Source: an optimization exercise on an open RTL-to-GDS flow (aim: small area, a short achievable clock period and few clock cycles per item). Production flows keep margins and buffers that such runs may drop. Only the layout flow was run in this run; the RTL was not checked for function there. Power figures rest on the tool's default switching activity, not on a simulated workload.

==> design.v <==
module c64fc_crc8 (
    input  wire [63:0] acc_in,
    input  wire [7:0]  data_in,
    output reg  [63:0] acc_out
);
    localparam [63:0] POLY = 64'h42F0E1EBA9EA3693;
    integer i;
    always @* begin
        acc_out = acc_in ^ {data_in, 56'd0};
        for (i = 0; i < 8; i = i + 1)
            acc_out = acc_out[63] ? ({acc_out[62:0], 1'b0} ^ POLY) : {acc_out[62:0], 1'b0};
    end
endmodule
module c64fc #(
    parameter integer RECLEN    = 88,
    parameter integer NONCE_OFF = 72
) (
    input  wire        clk,
    input  wire        rst,
    input  wire        cmd_valid,
    output wire        cmd_ready,
    input  wire [31:0] cmd_word,
    output wire        rsp_valid,
    input  wire        rsp_ready,
    output wire [3:0]  rsp_code,
    output wire [63:0] rsp_data,
    output wire        out_valid,
    input  wire        out_ready,
    output wire [7:0]  out_data
);
    localparam integer FLEN = RECLEN + 8;
    localparam integer NW   = 64;
    localparam integer NFB  = 8 + NONCE_OFF;      
    localparam integer AW   = $clog2(FLEN);       
    localparam [63:0] INIT    = 64'hFFFFFFFFFFFFFFFF;
    localparam [63:0] RESIDUE = 64'hFCACBEBD5931A992;
    localparam [7:0]  CFG_NW  = NW;
    localparam [15:0] CFG_OFF = NONCE_OFF;
    localparam [15:0] CFG_LEN = RECLEN;
    localparam [63:0] CFG     = {24'd0, CFG_NW, CFG_OFF, CFG_LEN};
    localparam [1:0] M_IDLE = 2'd0, M_RUN = 2'd1, M_EMIT = 2'd2, M_FAULT = 2'd3;
    localparam [3:0] R_OK = 4'd0, R_ILLEGAL = 4'd1, R_BUSY = 4'd2,
                     R_NOVALUE = 4'd3, R_FAULT = 4'd4;
    localparam [7:0] OP_CRC_INIT = 8'h10, OP_CRC_UPDB = 8'h11, OP_CRC_UPDM = 8'h12,
                     OP_CRC_VAL  = 8'h13, OP_CRC_STB  = 8'h14, OP_CRC_RES  = 8'h15,
                     OP_CRC_BYTE = 8'h16, OP_FB_WR    = 8'h20, OP_FB_RD    = 8'h21,
                     OP_COMPOSE  = 8'h30, OP_PARSE    = 8'h31, OP_PR_RD    = 8'h32,
                     OP_STEP     = 8'h40, OP_RUN      = 8'h41, OP_CSR_RD   = 8'h50;
    localparam [1:0] C_WAIT = 2'd0, C_BUSY = 2'd1, C_RSP = 2'd2;
    localparam [2:0] E_IDLE = 3'd0, E_INC = 3'd1, E_COMP = 3'd2, E_CSTORE = 3'd3,
                     E_PARS = 3'd4, E_PCHK = 3'd5, E_UPDM = 3'd6, E_STB = 3'd7;
    localparam [1:0] J_STEP = 2'd0, J_COMPOSE = 2'd1, J_PARSE = 2'd2, J_UPDM = 2'd3;
    reg [63:0]          acc;
    reg [8*FLEN-1:0]    fb;           
    reg [8*RECLEN-1:0]  pr;           
    reg                 prv;
    reg [1:0]           mode;
    reg [AW-1:0]        ep;
    reg                 found, exh, cerr;
    reg [63:0]          iter;
    reg [1:0]   c_state;
    reg [3:0]   rsp_code_r;
    reg [63:0]  rsp_data_r;
    reg [2:0]   e_state;
    reg [1:0]   e_job;
    reg         e_from_cmd;           
    reg [11:0]  e_ptr;
    reg [11:0]  e_cnt;
    reg [63:0]  tacc;
    wire [7:0]  op    = cmd_word[31:24];
    wire [11:0] addr  = cmd_word[11:0];
    wire [11:0] len   = cmd_word[23:12];
    wire [7:0]  imm_w = cmd_word[23:16];
    wire [7:0]  imm_b = cmd_word[7:0];
    wire [2:0]  idx   = cmd_word[2:0];
    reg legal;
    always @* begin
        case (op)
            OP_CRC_INIT, OP_CRC_VAL, OP_CRC_RES, OP_COMPOSE, OP_PARSE, OP_STEP, OP_RUN:
                legal = (cmd_word[23:0] == 24'd0);
            OP_CRC_UPDB:
                legal = (cmd_word[23:8] == 16'd0);
            OP_CSR_RD:
                legal = (cmd_word[23:8] == 16'd0) && (imm_b <= 8'd2);
            OP_CRC_BYTE:
                legal = (cmd_word[23:3] == 21'd0);
            OP_CRC_STB, OP_FB_RD, OP_PR_RD:
                legal = (cmd_word[23:12] == 12'd0);
            OP_FB_WR:
                legal = (cmd_word[15:12] == 4'd0);
            OP_CRC_UPDM:
                legal = 1'b1;
            default:
                legal = 1'b0;
        endcase
    end
    wire is_csr = legal && (op == OP_CSR_RD);
    wire        resok  = (acc == RESIDUE);
    wire [63:0] status = {57'd0, cerr, exh, found, prv, resok, mode};
    reg  [63:0] csr_val;
    always @* begin
        case (imm_b[1:0])
            2'd0:    csr_val = status;
            2'd1:    csr_val = iter;
            default: csr_val = CFG;
        endcase
    end
    wire [63:0] value    = ~acc;
    wire [7:0]  val_byte = value[63 - 8*idx -: 8];
    wire [12:0] updm_end  = {1'b0, addr} + {1'b0, len};
    wire        updm_bad  = updm_end > FLEN;
    wire        stb_bad   = ({1'b0, addr} + 13'd8) > FLEN;
    wire        fb_bad    = addr >= FLEN;
    wire        pr_bad    = addr >= RECLEN;
    wire [7:0]  fb_at_addr = fb[8*addr[AW-1:0] +: 8];
    wire [7:0]  pr_at_addr = pr[8*addr[AW-1:0] +: 8];
    wire [63:0] acc_updb;
    c64fc_crc8 u_crc_updb (.acc_in(acc), .data_in(imm_b), .acc_out(acc_updb));
    wire [7:0]  e_byte = fb[8*e_ptr[AW-1:0] +: 8];
    wire [63:0] e_acc_in = (e_job == J_UPDM) ? acc : tacc;
    wire [63:0] e_acc_next;
    c64fc_crc8 u_crc_walk (.acc_in(e_acc_in), .data_in(e_byte), .acc_out(e_acc_next));
    wire [63:0] nonce      = fb[8*NFB +: 64];
    wire [63:0] nonce_next = nonce + 64'd1;
    reg [63:0] trail;
    integer k;
    always @* begin
        for (k = 0; k < 8; k = k + 1)
            trail[63 - 8*k -: 8] = fb[8*(RECLEN + k) +: 8];
    end
    wire trail_ok = (~tacc == trail);
    assign cmd_ready = (c_state == C_WAIT);
    assign rsp_valid = (c_state == C_RSP);
    assign rsp_code  = rsp_code_r;
    assign rsp_data  = rsp_data_r;
    assign out_valid = (mode == M_EMIT);
    assign out_data  = fb[8*ep +: 8];
    wire cmd_fire = cmd_valid && cmd_ready;
    integer b;
    always @(posedge clk) begin
        if (rst) begin
            acc      <= INIT;
            fb       <= {8*FLEN{1'b0}};
            prv      <= 1'b0;
            mode     <= M_IDLE;
            ep       <= {AW{1'b0}};
            found    <= 1'b0;
            exh      <= 1'b0;
            cerr     <= 1'b0;
            iter     <= 64'd0;
            c_state  <= C_WAIT;
            e_state  <= E_IDLE;
        end else begin
            case (c_state)
                C_WAIT: if (cmd_fire) begin
                    rsp_code_r <= R_OK;
                    rsp_data_r <= 64'd0;
                    c_state    <= C_RSP;
                    if (mode == M_FAULT) begin
                        if (is_csr)
                            rsp_data_r <= csr_val;
                        else
                            rsp_code_r <= R_FAULT;
                    end else if (!legal) begin
                        rsp_code_r <= R_ILLEGAL;
                        cerr       <= 1'b1;
                    end else if (is_csr) begin
                        rsp_data_r <= csr_val;
                    end else if (mode != M_IDLE) begin
                        rsp_code_r <= R_BUSY;
                        cerr       <= 1'b1;
                    end else begin
                        case (op)
                            OP_CRC_INIT: acc <= INIT;
                            OP_CRC_UPDB: acc <= acc_updb;
                            OP_CRC_UPDM:
                                if (updm_bad) begin
                                    rsp_code_r <= R_FAULT;
                                    mode       <= M_FAULT;
                                end else if (len != 12'd0) begin
                                    e_state    <= E_UPDM;
                                    e_job      <= J_UPDM;
                                    e_from_cmd <= 1'b1;
                                    e_ptr      <= addr;
                                    e_cnt      <= len;
                                    c_state    <= C_BUSY;
                                end
                            OP_CRC_VAL:  rsp_data_r <= value;
                            OP_CRC_STB:
                                if (stb_bad) begin
                                    rsp_code_r <= R_FAULT;
                                    mode       <= M_FAULT;
                                end else begin
                                    e_state    <= E_STB;
                                    e_from_cmd <= 1'b1;
                                    e_ptr      <= addr;
                                    e_cnt      <= 12'd0;
                                    c_state    <= C_BUSY;
                                end
                            OP_CRC_RES:  rsp_data_r <= {63'd0, resok};
                            OP_CRC_BYTE: rsp_data_r <= {56'd0, val_byte};
                            OP_FB_WR:
                                if (fb_bad) begin
                                    rsp_code_r <= R_FAULT;
                                    mode       <= M_FAULT;
                                end else begin
                                    fb[8*addr[AW-1:0] +: 8] <= imm_w;
                                end
                            OP_FB_RD:
                                if (fb_bad) begin
                                    rsp_code_r <= R_FAULT;
                                    mode       <= M_FAULT;
                                end else begin
                                    rsp_data_r <= {56'd0, fb_at_addr};
                                end
                            OP_COMPOSE: begin
                                e_state    <= E_COMP;
                                e_job      <= J_COMPOSE;
                                e_from_cmd <= 1'b1;
                                e_ptr      <= 12'd8;
                                tacc       <= INIT;
                                c_state    <= C_BUSY;
                            end
                            OP_PARSE: begin
                                e_state    <= E_PARS;
                                e_job      <= J_PARSE;
                                e_from_cmd <= 1'b1;
                                e_ptr      <= 12'd0;
                                tacc       <= INIT;
                                c_state    <= C_BUSY;
                            end
                            OP_PR_RD:
                                if (pr_bad) begin
                                    rsp_code_r <= R_FAULT;
                                    mode       <= M_FAULT;
                                end else if (!prv) begin
                                    rsp_code_r <= R_NOVALUE;
                                end else begin
                                    rsp_data_r <= {56'd0, pr_at_addr};
                                end
                            OP_STEP: begin
                                found      <= 1'b0;
                                exh        <= 1'b0;
                                e_state    <= E_INC;
                                e_job      <= J_STEP;
                                e_from_cmd <= 1'b1;
                                c_state    <= C_BUSY;
                            end
                            OP_RUN: begin
                                found <= 1'b0;
                                exh   <= 1'b0;
                                iter  <= 64'd0;
                                mode  <= M_RUN;
                            end
                            default: ;
                        endcase
                    end
                end
                C_RSP: if (rsp_ready) c_state <= C_WAIT;
                default: ;    
            endcase
            case (e_state)
                E_IDLE:
                    if (mode == M_RUN && c_state != C_BUSY) begin
                        e_state    <= E_INC;
                        e_job      <= J_STEP;
                        e_from_cmd <= 1'b0;
                    end
                E_INC: begin
                    fb[8*NFB +: 64] <= nonce_next;
                    if (nonce_next == 64'd0) begin
                        exh     <= 1'b1;
                        e_state <= E_IDLE;
                        if (e_from_cmd) begin
                            rsp_code_r <= R_OK;
                            rsp_data_r <= 64'd2;
                            c_state    <= C_RSP;
                        end else begin
                            mode <= M_IDLE;
                        end
                    end else begin
                        tacc    <= INIT;
                        e_ptr   <= 12'd8;
                        e_state <= E_COMP;
                    end
                end
                E_COMP: begin
                    tacc  <= e_acc_next;
                    e_ptr <= e_ptr + 12'd1;
                    if (e_ptr == FLEN - 1)
                        e_state <= E_CSTORE;
                end
                E_CSTORE: begin
                    for (b = 0; b < 8; b = b + 1)
                        fb[8*b +: 8] <= ~tacc[63 - 8*b -: 8];
                    if (e_job == J_COMPOSE) begin
                        e_state    <= E_IDLE;
                        rsp_code_r <= R_OK;
                        rsp_data_r <= 64'd0;
                        c_state    <= C_RSP;
                    end else begin
                        tacc    <= INIT;
                        e_ptr   <= 12'd0;
                        e_state <= E_PARS;
                    end
                end
                E_PARS: begin
                    tacc  <= e_acc_next;
                    e_ptr <= e_ptr + 12'd1;
                    if (e_ptr == RECLEN - 1)
                        e_state <= E_PCHK;
                end
                E_PCHK: begin
                    e_state <= E_IDLE;
                    prv     <= trail_ok;
                    if (trail_ok)
                        pr <= fb[8*RECLEN-1:0];
                    if (e_job == J_STEP) begin
                        iter <= iter + 64'd1;
                        if (trail_ok) begin
                            found <= 1'b1;
                            mode  <= M_EMIT;
                            ep    <= {AW{1'b0}};
                        end
                    end
                    if (e_from_cmd) begin
                        rsp_code_r <= R_OK;
                        rsp_data_r <= {63'd0, trail_ok};
                        c_state    <= C_RSP;
                    end
                end
                E_UPDM: begin
                    acc   <= e_acc_next;
                    e_ptr <= e_ptr + 12'd1;
                    e_cnt <= e_cnt - 12'd1;
                    if (e_cnt == 12'd1) begin
                        e_state    <= E_IDLE;
                        rsp_code_r <= R_OK;
                        rsp_data_r <= 64'd0;
                        c_state    <= C_RSP;
                    end
                end
                E_STB: begin
                    fb[8*e_ptr[AW-1:0] +: 8] <= value[63 - 8*e_cnt[2:0] -: 8];
                    e_ptr <= e_ptr + 12'd1;
                    e_cnt <= e_cnt + 12'd1;
                    if (e_cnt == 12'd7) begin
                        e_state    <= E_IDLE;
                        rsp_code_r <= R_OK;
                        rsp_data_r <= 64'd0;
                        c_state    <= C_RSP;
                    end
                end
                default: e_state <= E_IDLE;
            endcase
            if (mode == M_EMIT && out_ready) begin
                ep <= ep + 1'b1;
                if (ep == FLEN - 1)
                    mode <= M_IDLE;
            end
        end
    end
endmodule
==> run.sh <==
#!/bin/bash
# synth_recipe.tcl (not shown) runs the flow's synth.tcl, then flattens the netlist and writes it again
# the make line also repeats each setting of config.mk as NAME=value (left out here)
make -C /OpenROAD-flow-scripts/flow DESIGN_CONFIG=/design/flow/config.mk WORK_HOME=/design/flow/orfs CLKGATE_MAP_FILE= SYNTH_SCRIPT=/design/flow/synth_recipe.tcl finish
==> config.mk <==
export PLATFORM = sky130hd
export DESIGN_NAME = c64fc
export DESIGN_NICKNAME = c64fc
export VERILOG_FILES = /design/flow/design.v
export SDC_FILE = /design/flow/constraint.sdc
export NUM_CORES = 4
export LEC_CHECK = 0
export CAP_MARGIN = 20
export CORE_MARGIN = 2
export CORE_UTILIZATION = 30
export PLACE_DENSITY = 0.5
export SLEW_MARGIN = 20
==> constraint.sdc <==
create_clock -name core_clock -period 8.0 [get_ports {clk}]
set_input_delay 1.6000 -clock core_clock [delete_from_list [all_inputs] [get_ports {clk}]]
set_output_delay 1.6000 -clock core_clock [all_outputs]
set_load 0.01 [all_outputs]
==> results.txt <==
* Result of the run: complete, no violations
* Share of cells above drive strength 1 at between 20% and 30%
* IO Count at about 120
* Largest fanout on the critical path at 29
* Total of flip-flops plus latches after synthesis at 1777
* Ranking of synthesized cells by instance count: 1169 x nor2_1, 1131 x nand2_1, 914 x dfxtp_1, 914 x mux4_2, 863 x edfxtp_1
* Part of the power in the clock network at 45.3%
* Inserted Clock Buffers at around 210
* DIE WIDTH at ~600 um
* Data required time at the worst endpoint at roughly 8600 ps
* Post-Place Cell Area at roughly 110000 sq um
* Pwr dens at roughly 180 nW/um^2
* Routability-driven placement congestion ratio at 1.02
* Area of the placeable core at 352000 sq um
* Slew Limit Fails at 0
* Cells after Synth at just under 10000
* Cell types occupying the most area after synthesis: edfxtp_1 24%, mux4_2 19%, dfxtp_1 17%
* Share of total power in sequential cells at between 40% and 50%
* DRC violation count after routing at 0
* Worst vdd rail ir drop at 0.000188 V
* Number of enable-type register cells in the synthesized netlist at 863
* Part of the cycle the worst path needs at ~86%
* Critical path launch point type: flip-flop
* Crit path arrival time at approximately 7500 ps
* Headroom to the max-slew limit at about a tenth
* Worst min path class: flip-flop to flip-flop
* Cell area after layout at approximately 120000 sq um
* Fraction of synthesis flops using an asynchronous set or reset pin at 0%
* Net switching power at approximately 6000 uW
* Clock latency at the later pin of the worst-skew pair at between 900 and 1000 ps
* Number of hold-slack violations in the final timing report at 0
* Via count of the first global-routing pass at ~85000
* Mapped Area at 106000 sq um
* Clock-pin transition on the worst setup and hold timing paths at around 60 ps
* Largest area contributor in the netlist: edfxtp_1
* Worst-case setup slack after placement at slightly below 1000 ps
* Fraction of the yosys area taken by sequential cells at approximately two fifths
* Area Overhead vs Synth at 13.3%
* H-tree level count at 4
* Switching power as a share of total power at between 20% and 30%
* TritonCTS clock tree: yes
* Worst-Margin Slew at approximately 1400 ps
* Number of unique standard cell types used by synthesis at just under 100
* Yosys warning count at 2
* Sort of element at the end of the critical path: flip-flop
* Number of sinks handled by clock tree synthesis at around 1800
* Setup violation total in the final timing report at 0
* Setup slack after layout at roughly 1100 ps
* Average detailed-routed wire length per instance at roughly 37 um
* Number of vias after detailed routing at approximately 92000
* TNS Setup at 0 ps
* Most frequently used cell type in the post-synthesis netlist: nor2_1
* Pin count of the biggest net entering global routing at approximately 190
* Starting density of the core at 30.1%
* Average instance area after synthesis at 11.0 sq um
* Leak Pwr at a little under 0.04 uW
* First DRT Iteration DRCs at approximately 14000
* Number of placement rows at approximately 220
* Antenna violations before repair at 42
* Total of buffers placed on input and output ports at roughly 120
* Number of hold buffers added after cts at 0
* Max Fclk at between 100 and 150 MHz
* Most instantiated flip-flop cell in the synthesis netlist: dfxtp_1
* Proportion of netlist area held by the largest area contributor at about 24%
* Routed Antenna Nets at 0
* Die Area at about 360000 sq um
* Number of detailed-routing iterations run before antenna repair at 9
* Max capacitance violation total at 0
* Detail Placement HPWL at about 380000 um
* Internal power of the cells at about 16000 uW
* Total global routing track utilization at 28.5%
* Final global-route overflow total at 0
* Total wire length after detailed routing at 526000 um
* Maximum number of buffers from clock root to sink at 4
* RSZ-0062 raised after global routing: no
* Post-cts repair resize count at 0
* First-pass GRT wire length at just over 700000 um
* Via density per instance at 6.38
* Worst setup skew after layout at ~63 ps
* Total setup buffers inserted after CTS at 0
* Core occupancy in the finished layout at between 30 and 40%
* Die boundary height at approximately 600 um
* # nets final at ~9500
* Shortest period the worst path allows at about 6900 ps
* Buffer cell driving the clock tree root: clkbuf_16
* Syn_nets at between 9000 and 10000
* Critical Setup Path Class: flip-flop to flip-flop
* Combinational group share of total power at roughly 11%
==> cell usage in the layout, fill, tap and decap left out, types with 219 or more instances in the layout <==
cell type  instances
nor2_1          1158
nand2_1         1127
mux4_2           914
dfxtp_1          909
edfxtp_1         863
mux2i_1          416
a311oi_1         380
a211oi_1         354
buf_4            318
a21oi_1          304
xnor2_1          292
o21ai_0          230
clkbuf_16        219
==> kinds of logic after synthesis <==
group / after synthesis / share of synthesized area (%)
and+or+nand+nor: 3132 / 12.9
AOI/OAI and AO/OA: 1786 / 12.0
DFF: 1777 / 41.7
muxes: 1518 / 25.3
buffers and inverters: 957 / 3.60
xor gates and xnor gates: 474 / 4.17
adders and majority gates: 29 / 0.347
==> per-stage QoR <==
step / instances / hold slack (ps) / total power (uW)
detailed placement: 14000 / 475 / 12200
global placement: 14000 / 471 / 12200
finish: 14400 / 474 / 22100
floorplan: 9673 / 403 / 11200
global route: 14400 / 493 / 22500
CTS: 14400 / 477 / 22100
==> critical path, stage by stage (launching register included) <==
cell and delay (ps):
edfxtp_1 980, buf_4 720, mux4_2 650, mux4_2 630, mux2i_1 180, o22ai_1 100
a21oi_1 720, xnor2_2 190, buf_4 280, xor3_1 410, xnor2_1 770, buf_4 330
xnor2_1 160, xnor2_1 360, a21oi_1 130
==> path summary, 6_finish.rpt <==
path,startpoint,endpoint,slack [ps],cells past startpoint
hold / removal,fb[626],pr[626],470,0
setup / recovery,e_ptr[0],tacc[47],1100,14
setup reg to reg,e_ptr[0],tacc[47],1100,14
hold reg to reg,fb[626],pr[626],470,0
==> sequential cells by signal (all words and copies together), names as in the netlist <==
name        flops
acc            64
c_state         2
cerr            1
e_cnt          12
e_from_cmd      1
e_job           2
e_ptr          12
e_state         3
ep              7
exh             1
fb            768
found           1
iter           64
mode            2
pr            704
prv             1
rsp_code_r      4
rsp_data_r     64
tacc           64
==> layout make-up <==
class,count,area (sq um)
repair buffers,467,4340
clock inverters,85,903
inverters,45,176
multi-input cells,6939,58500
well taps,4730,5920
diodes,13,32.5
fillers,35200,232000
clock buffers,310,6100
flip-flops and latches,1777,44200
==> power by group through the flow <==
stage,registers [uW],logic [uW],clock network [uW]
final,9620,2450,10000
after global routing,9620,2500,10400
after CTS,9620,2380,10100
after detailed placement,9810,2370,0
after global placement,9820,2360,0
after floorplan,9770,1440,0
==> layer usage <==
layer	part of all wire [%]	vias to the layer above	GRT usage (%)
li1	-	36800	-
met1	39	47200	38.1
met2	43	6576	41.7
met3	13	1149	9.06
met4	5.6	16	13.5
met5	0.020	-	0

re-timing with driven ports:
No port has a modelled driver above. Below, the same layout with a new extraction and two added sets of constraints.
Step 1: set_driving_cell puts a clkbuf_16 on clk and a buf_2 on each other input, an assumption about the parent block.
Step 2 times the ports against the registers' clock, not the clock port: input delays grow and output delays shrink by t, the midpoint of the rising clock arrivals with the driver on.
Three values: ideal ports, drivers, drivers and shift; two values: the first two.
t, ns: 1.028
slack for setup (ns): 1.098 / 1.098 / 0.639
worst setup path after step 2: input to register
cell pins on the clock port's net: 1
After both steps this run still meets setup and hold. For this run, drivers alone change the setup slack by 0.000 ns; drivers and shift together by -0.459 ns.
